From an optimization exercise on the open Yosys and OpenROAD flow, aimed at small area, a short achievable clock period and few clock cycles; shortcuts taken in it are not production practice.
The RTL was checked by simulation tests, not by an equivalence proof against the original design.
Power and IR drop assume default switching activity.

==> flow/design.v <==
module fbseq (
  input  wire        clk,
  input  wire        rst,           
  input  wire        cmd_valid,
  input  wire [31:0] cmd_data,
  output wire        cmd_ready,
  output reg         rsp_valid,
  output reg  [31:0] rsp_data,
  input  wire        rsp_ready,
  output wire        bus_valid,
  output reg  [7:0]  bus_data,
  input  wire        bus_ready,
  output reg         cs_n,
  output reg         dc,
  output reg         panel_rst_n,
  input  wire        busy,
  output wire        dly_req,
  output reg  [9:0]  dly_ms,
  input  wire        dly_done
);
  localparam integer W0 = 64, H0 = 16, C0 = 64, R0 = 16;
  localparam integer W1 = 24, H1 = 32, C1 = 32, R1 = 32;
  localparam integer BPR0 = C0 / 8, BPR1 = C1 / 8;
  localparam integer L0 = BPR0 * R0, L1 = BPR1 * R1;
  localparam integer LMAX = (L0 > L1) ? L0 : L1;    
  localparam BUSY_ACTIVE = 1'b1;
  localparam [7:0] CMD_SW_RESET        = 8'h12;
  localparam [7:0] CMD_ANALOG_BLOCK    = 8'h74;
  localparam [7:0] CMD_DIGITAL_BLOCK   = 8'h7E;
  localparam [7:0] CMD_DRIVER_OUTPUT   = 8'h01;
  localparam [7:0] CMD_DUMMY_LINE      = 8'h3A;
  localparam [7:0] CMD_GATE_LINE       = 8'h3B;
  localparam [7:0] CMD_DATA_ENTRY      = 8'h11;
  localparam [7:0] CMD_RAM_X_WINDOW    = 8'h44;
  localparam [7:0] CMD_RAM_Y_WINDOW    = 8'h45;
  localparam [7:0] CMD_VCOM            = 8'h2C;
  localparam [7:0] CMD_SOURCE_VOLTAGE  = 8'h04;
  localparam [7:0] CMD_WRITE_LUT       = 8'h32;
  localparam [7:0] CMD_BORDER          = 8'h3C;
  localparam [7:0] CMD_RAM_X_COUNTER   = 8'h4E;
  localparam [7:0] CMD_RAM_Y_COUNTER   = 8'h4F;
  localparam [7:0] CMD_WRITE_RAM       = 8'h24;
  localparam [7:0] CMD_WRITE_RAM_ALT   = 8'h26;
  localparam [7:0] CMD_ACTIVATE        = 8'h20;
  localparam [7:0] ANALOG_VAL     = 8'h54;
  localparam [7:0] DIGITAL_VAL    = 8'h3B;
  localparam [7:0] DUMMY_VAL      = 8'h1A;
  localparam [7:0] GATE_VAL       = 8'h08;
  localparam [7:0] DATA_ENTRY_VAL = 8'h03;
  localparam [7:0] VCOM_VAL       = 8'h70;
  localparam [7:0] ACTIVATION_VAL = 8'hC7;
  localparam [23:0] SV_RED    = 24'h41_A8_32;     
  localparam [23:0] SV_YELLOW = 24'h41_B0_32;
  localparam [7:0] BORDER_WHITE         = 8'h05;
  localparam [7:0] BORDER_BLACK         = 8'h00;
  localparam [7:0] BORDER_ACCENT_RED    = 8'h33;
  localparam [7:0] BORDER_ACCENT_YELLOW = 8'h31;
  localparam [1:0] PV_WHITE = 2'd0, PV_BLACK = 2'd1, PV_ACCENT = 2'd2;
  localparam [1:0] MODE_BWR = 2'd0, MODE_BWY = 2'd1, MODE_BW = 2'd2;
  localparam integer F_ILL = 0, F_BAD = 1, F_ADDR = 2, F_CFG = 3, F_NC = 4;
  reg        cfg;
  reg        var_r;
  reg [1:0]  mode_r;
  reg [1:0]  border_r;
  reg [4:0]  fault;
  reg [8*LMAX-1:0] plane_p;
  reg [8*LMAX-1:0] plane_a;
  localparam [3:0] S_IDLE = 4'd0,   
                   S_W1   = 4'd1,   
                   S_W2   = 4'd2,   
                   S_FSET = 4'd3,   
                   S_FILL = 4'd4,   
                   S_BMW  = 4'd5,   
                   S_BMP  = 4'd6,   
                   S_RUN  = 4'd7;   
  reg [3:0] state;
  reg [3:0]  opc_r;
  reg [1:0]  pv_r;
  reg        abort_r;            
  reg [15:0] x_r, y_r, w_r, h_r;
  reg [16:0] cx, cy, xe, ye;
  reg [31:0] bm_word;
  reg [16:0] bm_col;             
  reg [15:0] bm_left;            
  reg [1:0]  bj;                 
  reg [2:0]  bk;                 
  wire        cmd_fire = cmd_valid & cmd_ready;
  wire [3:0]  c_opc  = cmd_data[31:28];
  wire [1:0]  c_pv   = cmd_data[27:26];
  wire [1:0]  c_var  = cmd_data[25:24];
  wire [1:0]  c_mode = cmd_data[23:22];
  reg [31:0] c_mask, c_match;
  reg        c_reserved;
  always @* begin
    c_reserved = 1'b0;
    c_match    = {c_opc, 28'h0};
    case (c_opc)
      4'h1:                   c_mask = 32'hFC3FFFFF;
      4'h3, 4'h4, 4'h5, 4'h6: c_mask = 32'hF3FFFFFF;
      4'h2, 4'h7, 4'h8, 4'h9, 4'hA: c_mask = 32'hFFFFFFFF;
      default: begin
        c_mask     = 32'hFFFFFFFF;
        c_reserved = 1'b1;
      end
    endcase
  end
  wire c_illegal = c_reserved | ((cmd_data & c_mask) != c_match);
  wire [15:0] width_q  = var_r ? W1[15:0] : W0[15:0];
  wire [15:0] height_q = var_r ? H1[15:0] : H0[15:0];
  wire [31:0] status_word = {19'd0, fault, 1'b0,
                             cfg ? {border_r, mode_r, 1'b0, var_r} : 6'd0, cfg};
  reg         wp_en;
  reg  [16:0] wp_x, wp_y;
  wire        wp_in = (wp_x <= {1'b0, width_q}) && (wp_y <= {1'b0, height_q});
  reg  [16:0] t_col;
  reg  [16:0] t_idx;
  reg         t_err;
  always @* begin
    if (!var_r) begin
      t_col = wp_x;
      t_idx = (wp_x >> 3) + 17'd1 + wp_y * BPR0;
      t_err = (t_idx >= L0);
    end else begin
      t_col = (W1 - 1) - wp_y;
      t_idx = (t_col >> 3) + 17'd1 + wp_x * BPR1;
      t_err = (wp_y > W1 - 1) || (t_idx >= L1);
    end
  end
  wire [2:0] t_bit = 3'd7 - t_col[2:0];
  wire [9:0] t_pos = {t_idx[6:0], t_bit};
  wire enc_p = (pv_r == PV_WHITE) || (pv_r == PV_ACCENT);
  wire enc_a = (pv_r == PV_ACCENT);
  always @* begin
    wp_en = 1'b0;
    wp_x  = cx;
    wp_y  = cy;
    if (state == S_FILL) begin
      wp_en = 1'b1;
    end else if (state == S_BMP) begin
      wp_x  = {1'b0, x_r} + bm_col + {15'd0, bj};
      wp_y  = {1'b0, y_r} + {14'd0, bk};
      wp_en = !abort_r && ({1'b0, bk} < h_r[3:0]) && bm_word[{bj, bk}];
    end
  end
  localparam [2:0] K_PIN0 = 3'd0, K_PIN1 = 3'd1, K_DELAY = 3'd2, K_TX = 3'd3,
                   K_SYNC = 3'd4, K_SKIP = 3'd5, K_END = 3'd6;
  localparam [2:0] R_DISP  = 3'd0,   
                   R_DLY   = 3'd1,   
                   R_DWAIT = 3'd2,   
                   R_SYNC  = 3'd3,   
                   R_CS    = 3'd4,   
                   R_CMD   = 3'd5,   
                   R_DATA  = 3'd6,   
                   R_END   = 3'd7;   
  reg [4:0] spc;
  reg [2:0] rs;
  reg [6:0] bidx;           
  reg       in_sync;        
  wire [15:0] rows_m1  = var_r ? (R1 - 1) : (R0 - 1);
  wire [7:0]  xwin_end = var_r ? (BPR1 - 1) : (BPR0 - 1);
  wire [6:0]  plane_last = var_r ? (L1 - 2) : (L0 - 2);    
  reg [2:0]  st_kind;
  reg [9:0]  st_ms;
  reg [7:0]  st_cmd;
  reg [6:0]  st_len;        
  always @* begin
    st_kind = K_TX;
    st_ms   = 10'd0;
    st_cmd  = 8'h00;
    st_len  = 7'd0;
    case (spc)
      5'd0:  st_kind = K_PIN0;
      5'd1:  begin st_kind = K_DELAY; st_ms = 10'd500;  end
      5'd2:  st_kind = K_PIN1;
      5'd3:  begin st_kind = K_DELAY; st_ms = 10'd500;  end
      5'd4:  st_cmd = CMD_SW_RESET;
      5'd5:  begin st_kind = K_DELAY; st_ms = 10'd1000; end
      5'd6:  st_kind = K_SYNC;
      5'd7:  begin st_cmd = CMD_ANALOG_BLOCK;   st_len = 7'd1; end
      5'd8:  begin st_cmd = CMD_DIGITAL_BLOCK;  st_len = 7'd1; end
      5'd9:  begin st_cmd = CMD_DRIVER_OUTPUT;  st_len = 7'd3; end
      5'd10: begin st_cmd = CMD_DUMMY_LINE;     st_len = 7'd1; end
      5'd11: begin st_cmd = CMD_GATE_LINE;      st_len = 7'd1; end
      5'd12: begin st_cmd = CMD_DATA_ENTRY;     st_len = 7'd1; end
      5'd13: begin st_cmd = CMD_RAM_X_WINDOW;   st_len = 7'd2; end
      5'd14: begin st_cmd = CMD_RAM_Y_WINDOW;   st_len = 7'd4; end
      5'd15: begin st_cmd = CMD_VCOM;           st_len = 7'd1; end
      5'd16: begin
        st_cmd = CMD_SOURCE_VOLTAGE; st_len = 7'd3;
        if (mode_r == MODE_BW) st_kind = K_SKIP;
      end
      5'd17: begin st_cmd = CMD_WRITE_LUT;      st_len = 7'd70; end
      5'd18: begin
        st_cmd = CMD_BORDER; st_len = 7'd1;
        if (border_r == PV_ACCENT && mode_r == MODE_BW) st_kind = K_SKIP;
      end
      5'd19, 5'd23: begin st_cmd = CMD_RAM_X_COUNTER; st_len = 7'd1; end
      5'd20, 5'd24: begin st_cmd = CMD_RAM_Y_COUNTER; st_len = 7'd2; end
      5'd21: begin st_cmd = CMD_WRITE_RAM;      st_len = plane_last + 7'd1; end
      5'd22: st_kind = K_SYNC;
      5'd25: begin st_cmd = CMD_WRITE_RAM_ALT;  st_len = plane_last + 7'd1; end
      5'd26: st_kind = K_SYNC;
      5'd27: begin st_cmd = CMD_ACTIVATE;       st_len = 7'd1; end
      5'd28: st_cmd = CMD_ACTIVATE;
      default: st_kind = K_END;
    endcase
  end
  reg [7:0] lut_q;
  always @* begin
    case ({mode_r, bidx})
      {2'd0, 7'd0}: lut_q = 8'hCB;
      {2'd0, 7'd1}: lut_q = 8'hBE;
      {2'd0, 7'd2}: lut_q = 8'hD3;
      {2'd0, 7'd3}: lut_q = 8'hA6;
      {2'd0, 7'd4}: lut_q = 8'h81;
      {2'd0, 7'd5}: lut_q = 8'h10;
      {2'd0, 7'd6}: lut_q = 8'h58;
      {2'd0, 7'd7}: lut_q = 8'hDF;
      {2'd0, 7'd8}: lut_q = 8'h34;
      {2'd0, 7'd9}: lut_q = 8'h43;
      {2'd0, 7'd10}: lut_q = 8'hA6;
      {2'd0, 7'd11}: lut_q = 8'h76;
      {2'd0, 7'd12}: lut_q = 8'hC6;
      {2'd0, 7'd13}: lut_q = 8'h21;
      {2'd0, 7'd14}: lut_q = 8'hD1;
      {2'd0, 7'd15}: lut_q = 8'hE6;
      {2'd0, 7'd16}: lut_q = 8'hB4;
      {2'd0, 7'd17}: lut_q = 8'h44;
      {2'd0, 7'd18}: lut_q = 8'h4F;
      {2'd0, 7'd19}: lut_q = 8'hCC;
      {2'd0, 7'd20}: lut_q = 8'h13;
      {2'd0, 7'd21}: lut_q = 8'h64;
      {2'd0, 7'd22}: lut_q = 8'h52;
      {2'd0, 7'd23}: lut_q = 8'h0D;
      {2'd0, 7'd24}: lut_q = 8'h4C;
      {2'd0, 7'd25}: lut_q = 8'h61;
      {2'd0, 7'd26}: lut_q = 8'hE7;
      {2'd0, 7'd27}: lut_q = 8'hC7;
      {2'd0, 7'd28}: lut_q = 8'h97;
      {2'd0, 7'd29}: lut_q = 8'h0F;
      {2'd0, 7'd30}: lut_q = 8'hD3;
      {2'd0, 7'd31}: lut_q = 8'hF8;
      {2'd0, 7'd32}: lut_q = 8'h38;
      {2'd0, 7'd33}: lut_q = 8'hC5;
      {2'd0, 7'd34}: lut_q = 8'h28;
      {2'd0, 7'd35}: lut_q = 8'hF0;
      {2'd0, 7'd36}: lut_q = 8'h7C;
      {2'd0, 7'd37}: lut_q = 8'hA4;
      {2'd0, 7'd38}: lut_q = 8'hAB;
      {2'd0, 7'd39}: lut_q = 8'h78;
      {2'd0, 7'd40}: lut_q = 8'h72;
      {2'd0, 7'd41}: lut_q = 8'hA8;
      {2'd0, 7'd42}: lut_q = 8'hE5;
      {2'd0, 7'd43}: lut_q = 8'hC0;
      {2'd0, 7'd44}: lut_q = 8'h6A;
      {2'd0, 7'd45}: lut_q = 8'h70;
      {2'd0, 7'd46}: lut_q = 8'h0B;
      {2'd0, 7'd47}: lut_q = 8'h09;
      {2'd0, 7'd48}: lut_q = 8'h2F;
      {2'd0, 7'd49}: lut_q = 8'hCD;
      {2'd0, 7'd50}: lut_q = 8'h8F;
      {2'd0, 7'd51}: lut_q = 8'h17;
      {2'd0, 7'd52}: lut_q = 8'h04;
      {2'd0, 7'd53}: lut_q = 8'h0C;
      {2'd0, 7'd54}: lut_q = 8'h82;
      {2'd0, 7'd55}: lut_q = 8'h54;
      {2'd0, 7'd56}: lut_q = 8'h5F;
      {2'd0, 7'd57}: lut_q = 8'h04;
      {2'd0, 7'd58}: lut_q = 8'hB0;
      {2'd0, 7'd59}: lut_q = 8'hC4;
      {2'd0, 7'd60}: lut_q = 8'h67;
      {2'd0, 7'd61}: lut_q = 8'hDE;
      {2'd0, 7'd62}: lut_q = 8'h7A;
      {2'd0, 7'd63}: lut_q = 8'hAD;
      {2'd0, 7'd64}: lut_q = 8'h2F;
      {2'd0, 7'd65}: lut_q = 8'hA7;
      {2'd0, 7'd66}: lut_q = 8'h71;
      {2'd0, 7'd67}: lut_q = 8'h02;
      {2'd0, 7'd68}: lut_q = 8'hB0;
      {2'd0, 7'd69}: lut_q = 8'h97;
      {2'd1, 7'd0}: lut_q = 8'hB7;
      {2'd1, 7'd1}: lut_q = 8'h93;
      {2'd1, 7'd2}: lut_q = 8'h88;
      {2'd1, 7'd3}: lut_q = 8'h1F;
      {2'd1, 7'd4}: lut_q = 8'h16;
      {2'd1, 7'd5}: lut_q = 8'hF7;
      {2'd1, 7'd6}: lut_q = 8'h75;
      {2'd1, 7'd7}: lut_q = 8'hB4;
      {2'd1, 7'd8}: lut_q = 8'hDD;
      {2'd1, 7'd9}: lut_q = 8'h35;
      {2'd1, 7'd10}: lut_q = 8'h90;
      {2'd1, 7'd11}: lut_q = 8'h5E;
      {2'd1, 7'd12}: lut_q = 8'h7F;
      {2'd1, 7'd13}: lut_q = 8'h35;
      {2'd1, 7'd14}: lut_q = 8'h49;
      {2'd1, 7'd15}: lut_q = 8'hFF;
      {2'd1, 7'd16}: lut_q = 8'hE9;
      {2'd1, 7'd17}: lut_q = 8'hE9;
      {2'd1, 7'd18}: lut_q = 8'h26;
      {2'd1, 7'd19}: lut_q = 8'h64;
      {2'd1, 7'd20}: lut_q = 8'hA6;
      {2'd1, 7'd21}: lut_q = 8'h3A;
      {2'd1, 7'd22}: lut_q = 8'h3B;
      {2'd1, 7'd23}: lut_q = 8'h0D;
      {2'd1, 7'd24}: lut_q = 8'hB5;
      {2'd1, 7'd25}: lut_q = 8'hB5;
      {2'd1, 7'd26}: lut_q = 8'h68;
      {2'd1, 7'd27}: lut_q = 8'hBC;
      {2'd1, 7'd28}: lut_q = 8'h26;
      {2'd1, 7'd29}: lut_q = 8'hF2;
      {2'd1, 7'd30}: lut_q = 8'h55;
      {2'd1, 7'd31}: lut_q = 8'hC0;
      {2'd1, 7'd32}: lut_q = 8'h77;
      {2'd1, 7'd33}: lut_q = 8'hC8;
      {2'd1, 7'd34}: lut_q = 8'h2E;
      {2'd1, 7'd35}: lut_q = 8'hFE;
      {2'd1, 7'd36}: lut_q = 8'hB0;
      {2'd1, 7'd37}: lut_q = 8'h32;
      {2'd1, 7'd38}: lut_q = 8'h1F;
      {2'd1, 7'd39}: lut_q = 8'hC4;
      {2'd1, 7'd40}: lut_q = 8'h40;
      {2'd1, 7'd41}: lut_q = 8'h00;
      {2'd1, 7'd42}: lut_q = 8'h8F;
      {2'd1, 7'd43}: lut_q = 8'h4E;
      {2'd1, 7'd44}: lut_q = 8'h96;
      {2'd1, 7'd45}: lut_q = 8'h3D;
      {2'd1, 7'd46}: lut_q = 8'h1C;
      {2'd1, 7'd47}: lut_q = 8'h14;
      {2'd1, 7'd48}: lut_q = 8'h7F;
      {2'd1, 7'd49}: lut_q = 8'h63;
      {2'd1, 7'd50}: lut_q = 8'h59;
      {2'd1, 7'd51}: lut_q = 8'hD9;
      {2'd1, 7'd52}: lut_q = 8'h42;
      {2'd1, 7'd53}: lut_q = 8'h41;
      {2'd1, 7'd54}: lut_q = 8'h49;
      {2'd1, 7'd55}: lut_q = 8'h74;
      {2'd1, 7'd56}: lut_q = 8'h7D;
      {2'd1, 7'd57}: lut_q = 8'hA8;
      {2'd1, 7'd58}: lut_q = 8'h9B;
      {2'd1, 7'd59}: lut_q = 8'h5D;
      {2'd1, 7'd60}: lut_q = 8'hBE;
      {2'd1, 7'd61}: lut_q = 8'hD9;
      {2'd1, 7'd62}: lut_q = 8'hA3;
      {2'd1, 7'd63}: lut_q = 8'hF7;
      {2'd1, 7'd64}: lut_q = 8'hE0;
      {2'd1, 7'd65}: lut_q = 8'hAE;
      {2'd1, 7'd66}: lut_q = 8'h1C;
      {2'd1, 7'd67}: lut_q = 8'h9F;
      {2'd1, 7'd68}: lut_q = 8'h2C;
      {2'd1, 7'd69}: lut_q = 8'h8B;
      {2'd2, 7'd0}: lut_q = 8'hA0;
      {2'd2, 7'd1}: lut_q = 8'h78;
      {2'd2, 7'd2}: lut_q = 8'h2B;
      {2'd2, 7'd3}: lut_q = 8'h02;
      {2'd2, 7'd4}: lut_q = 8'hE3;
      {2'd2, 7'd5}: lut_q = 8'hF5;
      {2'd2, 7'd6}: lut_q = 8'h4C;
      {2'd2, 7'd7}: lut_q = 8'h48;
      {2'd2, 7'd8}: lut_q = 8'hB3;
      {2'd2, 7'd9}: lut_q = 8'h23;
      {2'd2, 7'd10}: lut_q = 8'h3B;
      {2'd2, 7'd11}: lut_q = 8'h5C;
      {2'd2, 7'd12}: lut_q = 8'hB0;
      {2'd2, 7'd13}: lut_q = 8'hBC;
      {2'd2, 7'd14}: lut_q = 8'hFB;
      {2'd2, 7'd15}: lut_q = 8'hF1;
      {2'd2, 7'd16}: lut_q = 8'hCB;
      {2'd2, 7'd17}: lut_q = 8'hEC;
      {2'd2, 7'd18}: lut_q = 8'hC9;
      {2'd2, 7'd19}: lut_q = 8'h20;
      {2'd2, 7'd20}: lut_q = 8'h7F;
      {2'd2, 7'd21}: lut_q = 8'hE0;
      {2'd2, 7'd22}: lut_q = 8'hB1;
      {2'd2, 7'd23}: lut_q = 8'hCF;
      {2'd2, 7'd24}: lut_q = 8'hD2;
      {2'd2, 7'd25}: lut_q = 8'h14;
      {2'd2, 7'd26}: lut_q = 8'hED;
      {2'd2, 7'd27}: lut_q = 8'hDE;
      {2'd2, 7'd28}: lut_q = 8'h0A;
      {2'd2, 7'd29}: lut_q = 8'h59;
      {2'd2, 7'd30}: lut_q = 8'h00;
      {2'd2, 7'd31}: lut_q = 8'h18;
      {2'd2, 7'd32}: lut_q = 8'h30;
      {2'd2, 7'd33}: lut_q = 8'hA9;
      {2'd2, 7'd34}: lut_q = 8'h97;
      {2'd2, 7'd35}: lut_q = 8'hD4;
      {2'd2, 7'd36}: lut_q = 8'h46;
      {2'd2, 7'd37}: lut_q = 8'hAB;
      {2'd2, 7'd38}: lut_q = 8'h1A;
      {2'd2, 7'd39}: lut_q = 8'h6E;
      {2'd2, 7'd40}: lut_q = 8'h47;
      {2'd2, 7'd41}: lut_q = 8'h04;
      {2'd2, 7'd42}: lut_q = 8'h15;
      {2'd2, 7'd43}: lut_q = 8'h6A;
      {2'd2, 7'd44}: lut_q = 8'hE3;
      {2'd2, 7'd45}: lut_q = 8'h63;
      {2'd2, 7'd46}: lut_q = 8'h4A;
      {2'd2, 7'd47}: lut_q = 8'h61;
      {2'd2, 7'd48}: lut_q = 8'hF7;
      {2'd2, 7'd49}: lut_q = 8'h4B;
      {2'd2, 7'd50}: lut_q = 8'h92;
      {2'd2, 7'd51}: lut_q = 8'hB3;
      {2'd2, 7'd52}: lut_q = 8'hCE;
      {2'd2, 7'd53}: lut_q = 8'h9F;
      {2'd2, 7'd54}: lut_q = 8'h78;
      {2'd2, 7'd55}: lut_q = 8'hEB;
      {2'd2, 7'd56}: lut_q = 8'h1A;
      {2'd2, 7'd57}: lut_q = 8'hEF;
      {2'd2, 7'd58}: lut_q = 8'h93;
      {2'd2, 7'd59}: lut_q = 8'hF0;
      {2'd2, 7'd60}: lut_q = 8'hB0;
      {2'd2, 7'd61}: lut_q = 8'h85;
      {2'd2, 7'd62}: lut_q = 8'hA7;
      {2'd2, 7'd63}: lut_q = 8'hF1;
      {2'd2, 7'd64}: lut_q = 8'h07;
      {2'd2, 7'd65}: lut_q = 8'h2E;
      {2'd2, 7'd66}: lut_q = 8'h7A;
      {2'd2, 7'd67}: lut_q = 8'h0E;
      {2'd2, 7'd68}: lut_q = 8'h6F;
      {2'd2, 7'd69}: lut_q = 8'hC8;
      default: lut_q = 8'h00;
    endcase
  end
  reg [7:0] data_q;
  always @* begin
    data_q = 8'h00;
    case (spc)
      5'd7:  data_q = ANALOG_VAL;
      5'd8:  data_q = DIGITAL_VAL;
      5'd9:  case (bidx[1:0])
               2'd0: data_q = rows_m1[7:0];
               2'd1: data_q = rows_m1[15:8];
               default: data_q = 8'h00;
             endcase
      5'd10: data_q = DUMMY_VAL;
      5'd11: data_q = GATE_VAL;
      5'd12: data_q = DATA_ENTRY_VAL;
      5'd13: data_q = (bidx[0] == 1'b0) ? 8'h00 : xwin_end;
      5'd14: case (bidx[1:0])
               2'd2: data_q = rows_m1[7:0];
               2'd3: data_q = rows_m1[15:8];
               default: data_q = 8'h00;
             endcase
      5'd15: data_q = VCOM_VAL;
      5'd16: begin
        case (bidx[1:0])
          2'd0: data_q = (mode_r == MODE_BWR) ? SV_RED[23:16] : SV_YELLOW[23:16];
          2'd1: data_q = (mode_r == MODE_BWR) ? SV_RED[15:8]  : SV_YELLOW[15:8];
          default: data_q = (mode_r == MODE_BWR) ? SV_RED[7:0] : SV_YELLOW[7:0];
        endcase
      end
      5'd17: data_q = lut_q;
      5'd18: case (border_r)
               PV_WHITE: data_q = BORDER_WHITE;
               PV_BLACK: data_q = BORDER_BLACK;
               default:  data_q = (mode_r == MODE_BWR) ? BORDER_ACCENT_RED
                                                       : BORDER_ACCENT_YELLOW;
             endcase
      5'd21: data_q = plane_p[bidx*8 +: 8];
      5'd25: data_q = plane_a[bidx*8 +: 8];
      5'd27: data_q = ACTIVATION_VAL;
      default: data_q = 8'h00;
    endcase
  end
  wire rendering = (state == S_RUN);
  assign bus_valid = rendering && (rs == R_CMD || rs == R_DATA);
  assign dly_req   = rendering && (rs == R_DLY);
  always @* bus_data = (rs == R_CMD) ? st_cmd : data_q;
  assign cmd_ready = !rsp_valid &&
                     (state == S_IDLE || state == S_W1 ||
                      state == S_W2   || state == S_BMW);
  wire [16:0] x_end_req = {1'b0, x_r} + {1'b0, w_r} - 17'd1;
  wire [16:0] y_end_req = {1'b0, y_r} + {1'b0, h_r} - 17'd1;
  wire        row_done  = abort_r || (h_r[3:0] == 4'd0) || ({1'b0, bk} == h_r[3:0] - 4'd1);
  always @(posedge clk) begin
    if (rst) begin
      state       <= S_IDLE;
      cfg         <= 1'b0;
      fault       <= 5'd0;
      rsp_valid   <= 1'b0;
      rsp_data    <= 32'd0;
      cs_n        <= 1'b1;
      dc          <= 1'b0;
      panel_rst_n <= 1'b1;
      rs          <= R_DISP;
      spc         <= 5'd0;
      bidx        <= 7'd0;
      in_sync     <= 1'b0;
      dly_ms      <= 10'd0;
      abort_r     <= 1'b0;
    end else begin
      if (rsp_valid && rsp_ready)
        rsp_valid <= 1'b0;
      if (wp_en && wp_in) begin
        if (t_err) begin
          fault[F_ADDR] <= 1'b1;
        end else begin
          plane_p[t_pos] <= enc_p;
          plane_a[t_pos] <= enc_a;
        end
      end
      case (state)
        S_IDLE: if (cmd_fire) begin
          opc_r   <= c_opc;
          pv_r    <= c_pv;
          abort_r <= 1'b0;
          case (c_opc)
            4'h1: begin  
              if (c_illegal)                            fault[F_ILL] <= 1'b1;
              else if (c_var[1] || c_mode == 2'b11)     fault[F_CFG] <= 1'b1;
              else begin
                cfg      <= 1'b1;
                var_r    <= c_var[0];
                mode_r   <= c_mode;
                border_r <= PV_WHITE;
                plane_p  <= {8*LMAX{1'b0}};
                plane_a  <= {8*LMAX{1'b0}};
              end
            end
            4'h2: begin  
              if (c_illegal)  fault[F_ILL] <= 1'b1;
              else if (!cfg)  fault[F_NC]  <= 1'b1;
              else            cfg <= 1'b0;
            end
            4'h3, 4'h4, 4'h5: begin  
              state <= S_W1;
              if (c_illegal) begin
                fault[F_ILL] <= 1'b1; abort_r <= 1'b1;
              end else if (!cfg) begin
                fault[F_NC] <= 1'b1;  abort_r <= 1'b1;
              end else if (c_pv == 2'b11) begin
                fault[F_BAD] <= 1'b1; abort_r <= 1'b1;
              end
            end
            4'h6: begin  
              if (c_illegal)             fault[F_ILL] <= 1'b1;
              else if (!cfg)             fault[F_NC]  <= 1'b1;
              else if (c_pv == 2'b11)    fault[F_BAD] <= 1'b1;
              else                       border_r <= c_pv;
            end
            4'h7, 4'h8: begin  
              rsp_valid <= 1'b1;
              rsp_data  <= 32'd0;
              if (c_illegal)   fault[F_ILL] <= 1'b1;
              else if (!cfg)   fault[F_NC]  <= 1'b1;
              else             rsp_data <= {16'd0, (c_opc == 4'h7) ? width_q : height_q};
            end
            4'h9: begin  
              if (c_illegal)   fault[F_ILL] <= 1'b1;
              else if (!cfg)   fault[F_NC]  <= 1'b1;
              else begin
                state <= S_RUN;
                rs    <= R_DISP;
                spc   <= 5'd0;
              end
            end
            4'hA: begin  
              rsp_valid <= 1'b1;
              if (c_illegal) begin
                fault[F_ILL] <= 1'b1;
                rsp_data     <= 32'd0;
              end else begin
                rsp_data     <= status_word;
              end
            end
            default: fault[F_ILL] <= 1'b1;
          endcase
        end
        S_W1: if (cmd_fire) begin
          x_r <= cmd_data[15:0];
          y_r <= cmd_data[31:16];
          if (opc_r == 4'h3) begin
            w_r   <= 16'd1;
            h_r   <= 16'd1;
            state <= abort_r ? S_IDLE : S_FSET;
          end else begin
            state <= S_W2;
          end
        end
        S_W2: if (cmd_fire) begin
          w_r <= cmd_data[15:0];
          h_r <= cmd_data[31:16];
          if (opc_r == 4'h4) begin
            state <= abort_r ? S_IDLE : S_FSET;
          end else begin
            if (!abort_r && cmd_data[31:16] > 16'd8) begin
              fault[F_BAD] <= 1'b1;
              abort_r      <= 1'b1;
            end
            bm_col  <= 17'd0;
            bm_left <= cmd_data[15:0];
            state   <= (cmd_data[15:0] == 16'd0) ? S_IDLE : S_BMW;
          end
        end
        S_FSET: begin
          if (w_r == 16'd0 || h_r == 16'd0 ||
              x_r > width_q || y_r > height_q) begin
            state <= S_IDLE;
          end else begin
            cx    <= {1'b0, x_r};
            cy    <= {1'b0, y_r};
            xe    <= (x_end_req > {1'b0, width_q})  ? {1'b0, width_q}  : x_end_req;
            ye    <= (y_end_req > {1'b0, height_q}) ? {1'b0, height_q} : y_end_req;
            state <= S_FILL;
          end
        end
        S_FILL: begin
          if (cx == xe) begin
            cx <= {1'b0, x_r};
            if (cy == ye) state <= S_IDLE;
            else          cy <= cy + 17'd1;
          end else begin
            cx <= cx + 17'd1;
          end
        end
        S_BMW: if (cmd_fire) begin
          bm_word <= cmd_data;
          bj      <= 2'd0;
          bk      <= 3'd0;
          state   <= S_BMP;
        end
        S_BMP: begin
          if (row_done) begin
            bk      <= 3'd0;
            bm_left <= bm_left - 16'd1;
            if (bm_left == 16'd1) begin
              state <= S_IDLE;
            end else if (bj == 2'd3) begin
              bj     <= 2'd0;
              bm_col <= bm_col + 17'd4;
              state  <= S_BMW;
            end else begin
              bj <= bj + 2'd1;
            end
          end else begin
            bk <= bk + 3'd1;
          end
        end
        S_RUN: begin
          case (rs)
            R_DISP: begin
              case (st_kind)
                K_PIN0:  begin panel_rst_n <= 1'b0; spc <= spc + 5'd1; end
                K_PIN1:  begin panel_rst_n <= 1'b1; spc <= spc + 5'd1; end
                K_DELAY: begin dly_ms <= st_ms; in_sync <= 1'b0; rs <= R_DLY; end
                K_SYNC:  rs <= R_SYNC;
                K_TX:    rs <= R_CS;
                K_SKIP:  spc <= spc + 5'd1;
                default: state <= S_IDLE;    
              endcase
            end
            R_DLY:   rs <= R_DWAIT;
            R_DWAIT: if (dly_done) begin
              if (in_sync) begin
                rs <= R_SYNC;
              end else begin
                spc <= spc + 5'd1;
                rs  <= R_DISP;
              end
            end
            R_SYNC: begin
              if (busy == BUSY_ACTIVE) begin
                dly_ms  <= 10'd10;
                in_sync <= 1'b1;
                rs      <= R_DLY;
              end else begin
                spc <= spc + 5'd1;
                rs  <= R_DISP;
              end
            end
            R_CS: begin
              cs_n <= 1'b0;
              dc   <= 1'b0;
              rs   <= R_CMD;
            end
            R_CMD: if (bus_ready) begin
              bidx <= 7'd0;
              if (st_len != 7'd0) begin
                dc <= 1'b1;
                rs <= R_DATA;
              end else begin
                rs <= R_END;
              end
            end
            R_DATA: if (bus_ready) begin
              if (bidx == st_len - 7'd1) rs <= R_END;
              else                       bidx <= bidx + 7'd1;
            end
            R_END: begin
              cs_n <= 1'b1;
              spc  <= spc + 5'd1;
              rs   <= R_DISP;
            end
            default: rs <= R_DISP;
          endcase
        end
        default: state <= S_IDLE;
      endcase
    end
  end
endmodule
==> flow/run.sh <==
#!/bin/bash
# synth_recipe.tcl (not shown) runs the flow's synth.tcl, then flattens the netlist and writes it again
# the make line also repeats each setting of config.mk as NAME=value (left out here)
make -C /OpenROAD-flow-scripts/flow DESIGN_CONFIG=/design/flow/config.mk WORK_HOME=/design/flow/orfs CLKGATE_MAP_FILE= SYNTH_SCRIPT=/design/flow/synth_recipe.tcl finish
==> flow/config.mk <==
export PLATFORM = sky130hd
export DESIGN_NAME = fbseq
export DESIGN_NICKNAME = fbseq
export VERILOG_FILES = /design/flow/design.v
export SDC_FILE = /design/flow/constraint.sdc
export NUM_CORES = 4
export LEC_CHECK = 0
export CAP_MARGIN = 20
export CORE_MARGIN = 2
export CORE_UTILIZATION = 30
export PLACE_DENSITY = 0.5
export SLEW_MARGIN = 20
==> flow/constraint.sdc <==
create_clock -name core_clock -period 10.0 [get_ports {clk}]
set_input_delay 2.0000 -clock core_clock [delete_from_list [all_inputs] [get_ports {clk}]]
set_output_delay 2.0000 -clock core_clock [all_outputs]
set_load 0.01 [all_outputs]
==> impl_table.tex <==
\begin{tabular}{lr}
\hline
Metric & Value \\
\hline
\multicolumn{2}{l}{\textbf{Timing}} \\
\quad Total of endpoints with negative setup slack in the final report & 0 \\
\quad Worst-case hold slack & about 0.48 ns \\
\quad Fin Setup TNS & 0 ns \\
\quad Worst Tran Pin Value & 1.17 ns \\
\quad Final worst-path cycle share & 94.6\% \\
\quad Post-layout worst setup margin & 0.535 ns \\
\quad Rel. slew slack & 20.1\% \\
\quad Setup repair after global routing missed its margin & no \\
\quad Final hold viol count & 0 \\
\quad Final Critical Period & about 9.5 ns \\
\quad Peak Freq & 106 MHz \\
\quad Pins over their slew limit & 0 \\
\quad Worst Skew & 0.0572 ns \\
\multicolumn{2}{l}{\textbf{Layout}} \\
\quad Total number of nets in the final design & 11600 \\
\quad Non-filler cells in the finished layout & 17600 \\
\quad Proportion of layout cells with a drive suffix above 1 & 14.6\% \\
\quad Synth-to-Final Area Change & 12.1\% \\
\multicolumn{2}{l}{\textbf{Synthesis}} \\
\quad Predominant post-synthesis flop cell & sky130\_fd\_sc\_hd\_\_edfxtp\_1 \\
\quad Average cell area after synthesis & $\sim$12 um2 \\
\quad Largest cells by area after synthesis & sky130\_fd\_sc\_hd\_\_edfxtp\_1 50\%, sky130\_fd\_sc\_hd\_\_mux4\_2 11\%, sky130\_fd\_sc\_hd\_\_o211ai\_1 8.1\% \\
\quad Share of the yosys chip area belonging to registers & around half \\
\quad Count of yosys warnings during synthesis & 1 \\
\quad Cells after Synth & around 12000 \\
\quad Number of flip-flops and latches in the synthesized netlist & 2304 \\
\quad Syn Std Cell Area & around 0.14 mm2 \\
\quad Area share of the largest cell type after synthesis & around 50\% \\
\quad Count of flip-flops with a built-in enable after synthesis & approximately 2300 \\
\quad Dominant cell by count in the synthesized netlist & sky130\_fd\_sc\_hd\_\_edfxtp\_1 \\
\quad Top cells by count, synth & 2259 x sky130\_fd\_sc\_hd\_\_edfxtp\_1, 1480 x sky130\_fd\_sc\_hd\_\_o211ai\_1, 1180 x sky130\_fd\_sc\_hd\_\_o21ai\_0, 1080 x sky130\_fd\_sc\_hd\_\_nand2\_1, 961 x sky130\_fd\_sc\_hd\_\_clkbuf\_1 \\
\quad Proportion of synthesized flip-flops having asynchronous set or reset & 0\% \\
\quad Synth area leader & sky130\_fd\_sc\_hd\_\_edfxtp\_1 \\
\quad Cell variety after synth & 121 \\
\multicolumn{2}{l}{\textbf{Worst setup path}} \\
\quad Kind of critical path & register to register \\
\quad Critical-path cell list & ha\_1 > inv\_1 > fa\_1 > nand2b\_1 > a21oi\_1 > xnor2\_1 > o21ai\_0 > ha\_1 > xor2\_1 > ha\_1 > or3b\_2 > nor4\_1 > or3\_1 > mux2\_2 > o31a\_1 > nor4bb\_1 > o31a\_1 > and3\_1 > a41oi\_1 > a2bb2o\_1 \\
\quad Biggest cell delay along the critical path & 1.05 ns \\
\quad Largest delay contributor family on the critical path & compound AO/OA/AOI/OAI gates \\
\quad FF-to-FF setup slack & 0.54 ns \\
\quad Critical Path Slowest Stage Cell & sky130\_fd\_sc\_hd\_\_and3\_1 \\
\quad Arrival time of the worst setup path & 10.13 ns \\
\quad Most repeated library cell on the critical path & sky130\_fd\_sc\_hd\_\_ha\_1 \\
\quad Req. time, crit path & 10.67 ns \\
\quad Critical Path Fanout Max & 16 \\
\quad WP buf/inv & 1 \\
\quad Crit start category & register \\
\quad Kind of end point of the critical path & register \\
\multicolumn{2}{l}{\textbf{Clock network}} \\
\quad Number of sinks handled by clock tree synthesis & 2304 \\
\quad Cts repair resizes & 0 \\
\quad Maximum root-to-sink buffer count & 4 \\
\quad Hold buffers post-CTS & 0 \\
\quad TritonCTS clock tree & done \\
\quad Number of buffers created by CTS & 284 \\
\quad Buffer cell driving the clock tree root & sky130\_fd\_sc\_hd\_\_clkbuf\_16 \\
\quad Setup Buffers After CTS & 0 \\
\quad Number of H-tree branching levels & 5 \\
\quad Clk Latency, worst-skew pair & 0.96 ns \\
\quad Clock Pin Slew Worst Setup and Hold Paths & 0.06 ns \\
\multicolumn{2}{l}{\textbf{Placement}} \\
\quad Final RePlAce weighted congestion & a little over 0.9 \\
\quad Number of buffer cells added on primary ports & 73 \\
\quad Number of placed instances, taps included & 17000 \\
\quad Post-Place Setup Slack & 0.881 ns \\
\quad Detail Placement HPWL & 328000 um \\
\multicolumn{2}{l}{\textbf{Detailed routing}} \\
\quad Via total after detailed routing & 108000 \\
\quad DRC violation count after routing & 0 \\
\quad Count of routing violations after the opening detailed-route iteration & approximately 15000 \\
\quad Antenna violation net count after detailed routing & 0 \\
\quad Number of vias per cell after detailed routing & 6.14 \\
\quad First-pass detailed-route iteration total & 6 \\
\quad Aggregate routed wire length & 523000 um \\
\quad Routed length per instance & 29.8 um \\
\multicolumn{2}{l}{\textbf{Run status}} \\
\quad Run status & timing/DRC/antenna clean \\
\multicolumn{2}{l}{\textbf{Die}} \\
\quad Die Width & 678 um \\
\quad Die area & between 0.4 and 0.5 mm2 \\
\quad Row Count & between 200 and 250 \\
\quad Core outline area & between 0.4 and 0.5 mm2 \\
\quad Number of top-level pins & 96 \\
\quad Initial core utilization & 30.1\% \\
\quad Y dimension of the die & 678 um \\
\multicolumn{2}{l}{\textbf{Worst hold path}} \\
\quad Min-delay worst type & register to register \\
\multicolumn{2}{l}{\textbf{Global routing}} \\
\quad Number of global-route vias before repair & 103000 \\
\quad Maximum number of pins on one net before global-route repair & between 150 and 200 \\
\quad Antenna violations before repair & 30 \\
\quad Overflow left after global routing & 0 \\
\quad Wire length of the first global-routing pass & 758000 um \\
\quad Total Routing Usage GR & 21.9\% \\
\multicolumn{2}{l}{\textbf{Pwr}} \\
\quad Power Dens Cells & 164 mW/mm2 \\
\quad Static power due to leakage & 47.9 nW \\
\quad Worst supply voltage drop on vdd & 0.124 mV \\
\quad Sum of internal, switching and leakage power & approximately 25 mW \\
\multicolumn{2}{l}{\textbf{Job}} \\
\quad MaxCap Viol Count & 0 \\
\hline
\end{tabular}
-- worst register-to-register path: stages (launching register included) --
cell and delay [ns]:
sky130_fd_sc_hd__edfxtp_1 0.83, sky130_fd_sc_hd__ha_1 0.37, sky130_fd_sc_hd__inv_1 0.08, sky130_fd_sc_hd__fa_1 0.42, sky130_fd_sc_hd__nand2b_1 0.23, sky130_fd_sc_hd__a21oi_1 0.22
sky130_fd_sc_hd__xnor2_1 0.11, sky130_fd_sc_hd__o21ai_0 0.58, sky130_fd_sc_hd__ha_1 0.36, sky130_fd_sc_hd__xor2_1 0.10, sky130_fd_sc_hd__ha_1 0.37, sky130_fd_sc_hd__or3b_2 0.45
sky130_fd_sc_hd__nor4_1 0.28, sky130_fd_sc_hd__or3_1 0.29, sky130_fd_sc_hd__mux2_2 0.39, sky130_fd_sc_hd__o31a_1 0.31, sky130_fd_sc_hd__nor4bb_1 0.65, sky130_fd_sc_hd__o31a_1 0.95
sky130_fd_sc_hd__and3_1 1.06, sky130_fd_sc_hd__a41oi_1 0.70, sky130_fd_sc_hd__a2bb2o_1 0.46
-- cell families (layout without fill, tap and decap cells) --
group	Yosys count	in the layout	synth area share [%]
simple gates	2347	2347	8.11
compound gates	4353	4353	21.2
fa+ha+maj	194	194	1.80
other cells	1	64	0.00275
flops	2304	2304	50.4
xor+xnor	166	166	1.07
buf+inv	1529	1241	4.53
mux	924	924	12.9
-- area by class of cell --
| class | instances | area (um2) |
|---|---|---|
| fill | 44900 | 300000 |
| multi-input combinational | 8027 | 62400 |
| timing repair buffer | 492 | 4660 |
| sequential | 2304 | 68800 |
| antenna | 21 | 52.6 |
| tap | 5976 | 7480 |
| inverter | 240 | 927 |
| clock inverter | 148 | 1090 |
| clock buffer | 361 | 7480 |
-- cells in the final DEF, fill, tap and decap left out, types with 39 or more instances in the layout --
cell type | netlist | routed
sky130_fd_sc_hd__edfxtp_1 | 2259 | 2259
sky130_fd_sc_hd__o211ai_1 | 1480 | 1480
sky130_fd_sc_hd__o21ai_0 | 1180 | 1180
sky130_fd_sc_hd__nand2_1 | 1080 | 1075
sky130_fd_sc_hd__mux4_2 | 668 | 668
sky130_fd_sc_hd__o31ai_1 | 451 | 451
sky130_fd_sc_hd__buf_4 | 45 | 357
sky130_fd_sc_hd__a21oi_1 | 344 | 343
sky130_fd_sc_hd__nor2_1 | 322 | 307
sky130_fd_sc_hd__clkbuf_16 | 0 | 288
sky130_fd_sc_hd__nand3_1 | 247 | 242
sky130_fd_sc_hd__mux2i_1 | 241 | 240
sky130_fd_sc_hd__inv_1 | 236 | 233
sky130_fd_sc_hd__o21ai_1 | 211 | 199
sky130_fd_sc_hd__ha_1 | 190 | 190
sky130_fd_sc_hd__o2bb2ai_1 | 124 | 124
sky130_fd_sc_hd__nor3_1 | 141 | 122
sky130_fd_sc_hd__or3_1 | 118 | 116
sky130_fd_sc_hd__o22ai_1 | 96 | 96
sky130_fd_sc_hd__a31oi_1 | 87 | 87
sky130_fd_sc_hd__xor2_1 | 89 | 87
sky130_fd_sc_hd__xnor2_1 | 77 | 75
sky130_fd_sc_hd__clkbuf_1 | 961 | 73
sky130_fd_sc_hd__clkdlybuf4s50_1 | 0 | 72
sky130_fd_sc_hd__clkinv_1 | 2 | 68
sky130_fd_sc_hd__and3_1 | 64 | 64
sky130_fd_sc_hd__buf_12 | 0 | 60
sky130_fd_sc_hd__nand4_1 | 57 | 57
sky130_fd_sc_hd__nor4_1 | 62 | 53
sky130_fd_sc_hd__nand2b_1 | 50 | 48
sky130_fd_sc_hd__nor3_2 | 30 | 43
sky130_fd_sc_hd__conb_1 | 1 | 43
sky130_fd_sc_hd__dfxtp_1 | 45 | 39
-- where the power goes --
part	switching (mW)	internal [mW]	leakage, nW
Combinational	2.39	1.07	21.4
Clock	4.41	5.54	4.15
Sequential	0.326	11.2	22.3
Total	7.13	17.9	47.9
-- stage by stage --
step / util, % / area, um2
2_1_floorplan: - / 137000
3_3_place_gp: 31.8 / 144000
3_5_place_dp: 31.8 / 144000
4_1_cts: 33.7 / 153000
5_1_grt: 33.7 / 153000
6_report: 33.8 / 153000
-- layer usage --
metal | wire (um) | GRT usage, % | vias up | part of all wire, %
li1 | - | - | 46500 | -
met1 | 218000 | 30.2 | 54900 | 42
met2 | 234000 | 33.5 | 5456 | 45
met3 | 49400 | 4.77 | 1017 | 9.4
met4 | 21900 | 8.19 | 14 | 4.2
met5 | 92 | 0 | - | 0.018
-- flip-flops by register name, indices dropped and copies added, names as in the netlist, 7 cells and up --
name	count
plane_a	1024
plane_p	1024
bm_word	32
cx	17
cy	17
xe	17
ye	17
bm_left	16
h_r	16
w_r	16
x_r	16
y_r	16
bm_col	15
rsp_data	11
bidx	7
-- worst paths after layout --
check,depth (start not counted),end,start
setup / recovery,20,plane_p[133],bk[0]
hold / removal,2,dly_ms[3],dly_ms[3]
setup reg to reg,20,plane_p[133],bk[0]
hold reg to reg,2,dly_ms[3],dly_ms[3]
Testbench counts, summed over its fixed seeds: cycles 92,516.

[afterwards: timing with drivers on the ports]
How much do the figures lean on ideal ports? The routed layout below was timed once more, with nothing changed but the port constraints.
Step 1: set_driving_cell puts a clkbuf_16 on clk and a buf_2 on each other input, an assumption about the parent block.
Step 2 also shifts input and output timing later by t, the mid clock arrival at the registers, as if the neighbouring blocks saw the same clock.
a / b / c = ideal ports / drivers / drivers and shift; a / b = the first two.
t, ns: 1.051
slack for setup (ns): 0.535 / 0.510 / 0.535
worst register clock-pin slew, ns: 0.07 / 0.07
pins driven straight from the clock port: 1
After both steps setup and hold are still met in this run. For this run, drivers alone change the setup slack by -0.025 ns; drivers and shift together by 0.000 ns.
